This is an optimization exercise on Yosys and OpenROAD, whose aim is small area, a short achievable clock period and few clock cycles, not a production implementation.
Only simulation tests tie the RTL to the original design; equivalence was not proved.
Power figures rest on the tool's default switching activity, not on a simulated workload.

== run 3 ==
==> flow/design.v (excerpt) <==
module s345_rx (
    input  wire         clk,
    input  wire         rst_n,
    input  wire [31:0]  cfg_sync_pattern,
    input  wire [5:0]   cfg_sync_width,
    input  wire [31:0]  cfg_est_num,
    input  wire [15:0]  cfg_est_den,
    input  wire [3:0]   cfg_ch_min,
    input  wire [3:0]   cfg_ch_max,
    input  wire [31:0]  cfg_chan_vendor,
    input  wire [63:0]  cfg_poly,
    input  wire [63:0]  cfg_fxor,
    input  wire [15:0]  cfg_plan_len,
    input  wire [319:0] cfg_plan,
    input  wire         in_valid,
    input  wire         in_level,
    output wire         in_ready,
    output reg          m_valid,
    output wire [1:0]   m_vendor,
    output wire [3:0]   m_channel,
    output wire         m_hdr_present,
    output wire [31:0]  m_header,
    output wire [31:0]  m_txid,
    output wire [7:0]   m_state,
    output reg  [15:0]  cnt_sync,
    output reg  [15:0]  cnt_man_err,
    output reg  [15:0]  cnt_chan_err,
    output reg  [15:0]  cnt_zero_txid,
    output reg  [15:0]  cnt_crc_err
);
clock: 36.0 ns
lec_check: 0
cap_margin: 20
core_margin: 2
core_utilization: 55
cts_cluster_diameter: 130
cts_cluster_size: 25
place_density: 0.7
slew_margin: 20
standard.sh (not shown) runs the stock make flow with config.mk's settings and CLKGATE_MAP_FILE= SYNTH_SCRIPT=/design/flow/synth_recipe.tcl, a recipe that flattens the netlist after the stock synthesis.
==> flow/flow/run.sh <==
#!/bin/bash
# The standard layout (the standard.sh: ORFS synthesis to finish), with
# one change: the buffers that placement puts on every input and output port
# are sky130_fd_sc_hd__buf_1 instead of the buffer ORFS picks by default
# (clkdlybuf4s50_1, a delay cell).
set -euo pipefail
bash standard.sh finish "BUFFER_PORTS_ARGS=-buffer_cell sky130_fd_sc_hd__buf_1" > standard.log 2>&1
The final layout from run 3, which completed every stage, passed the timing, DRC and antenna checks at the end of the flow.
Testbench counts of run 3, summed over its fixed seeds: cycles 113,360.
What run 1 does differently from run 3 at the input level:
Settings: a change of PLACE_DENSITY from 0.7 to 0.75; a change of CORE_UTILIZATION from 55 to 62.
Findings:
- Critical path depth: run 3 vs run 1 identical
- In the reports for run 1 and run 3, the smaller setup slack belongs to run 1.
- Run 1 vs. run 3: hold slack about even; number of max-capacitance violations reported essentially unchanged.


Another version of the RTL of s345_rx (not shown whole).
Size: roughly 4000 cells after synthesis, about 760 I/O pins, ~47000 um2 of cells after synthesis.
clock: 36.0 ns
lec_check: 0
cap_margin: 20
core_margin: 2
core_utilization: 35
cts_cluster_diameter: 100
cts_cluster_size: 20
place_density: 0.6
slew_margin: 20
run.sh (not shown) runs the stock make flow with config.mk's settings and CLKGATE_MAP_FILE= SYNTH_SCRIPT=/design/flow/synth_recipe.tcl, a recipe that flattens the netlist after the stock synthesis.
Stock flow here: none of the scripts above is used.
Testbench counts at the start, summed over its fixed seeds: cycles 113,360.
Change:
==> flow/flow/run.sh (new file) <==
#!/bin/bash
# The standard layout (the standard.sh: ORFS synthesis to finish), with
# one change: the buffers that placement puts on every input and output port
# are sky130_fd_sc_hd__buf_1 instead of the buffer ORFS picks by default
# (clkdlybuf4s50_1, a delay cell).
set -euo pipefail
bash standard.sh finish "BUFFER_PORTS_ARGS=-buffer_cell sky130_fd_sc_hd__buf_1" > standard.log 2>&1
==> flow/standard.sh (new file) <==
#!/bin/bash
# synth_recipe.tcl (not shown) runs the flow's synth.tcl, then flattens the netlist and writes it again
# the make line also repeats each setting of config.mk as NAME=value (left out here)
make -C /OpenROAD-flow-scripts/flow DESIGN_CONFIG=/design/flow/config.mk WORK_HOME=/design/flow/orfs CLKGATE_MAP_FILE= SYNTH_SCRIPT=/design/flow/synth_recipe.tcl "${@:-finish}"
removed: flow/run.sh
The changed run completed without violations. Power decreases by about 1.4%. Combinational power decreases by 11%. Non-clock buffer count increases by 4. Wire length decreases by 0.85%. Design area decreases by about 8%. Global-route usage barely changes. Via count increases by 0.31%. Synthesized cell count does not change. Clock power increases by about 0.9%. Sequential power is about the same.

==> static timing again, ports no longer ideal <==
Ports are ideal in the flow. The routed layouts listed here were re-timed in OpenROAD.
Step 1, drivers: a clkbuf_16 drives clk and a buf_2 each remaining input, both assumed.
Step 2 also shifts input and output timing later by t, the mid clock arrival at the registers, as if the neighbouring blocks saw the same clock.
Three values: no drivers, after step 1, after step 2; two values: the first two.
run | shift t [ns] | setup slack, ns | hold WS [ns] | worst setup path at the end
run 3 | 0.653 | 27.354 / 27.309 / 26.884 | 0.417 / 0.417 / 0.417 | input to register
run 1 | 0.684 | 27.327 / 27.268 / 26.953 | 0.416 / 0.416 / 0.416 | input to register
the first run of note 2 | 0.752 | 26.905 / 26.832 / 26.261 | 0.394 / 0.394 / 0.394 | input to register
the second run of note 2 | 0.746 | 27.320 / 27.243 / 26.731 | 0.393 / 0.393 / 0.393 | input to register
After both steps setup and hold are still met in every run listed. For the first run of note 2, which loses most, drivers alone change the setup slack by -0.073 ns; drivers and shift together by -0.644 ns.
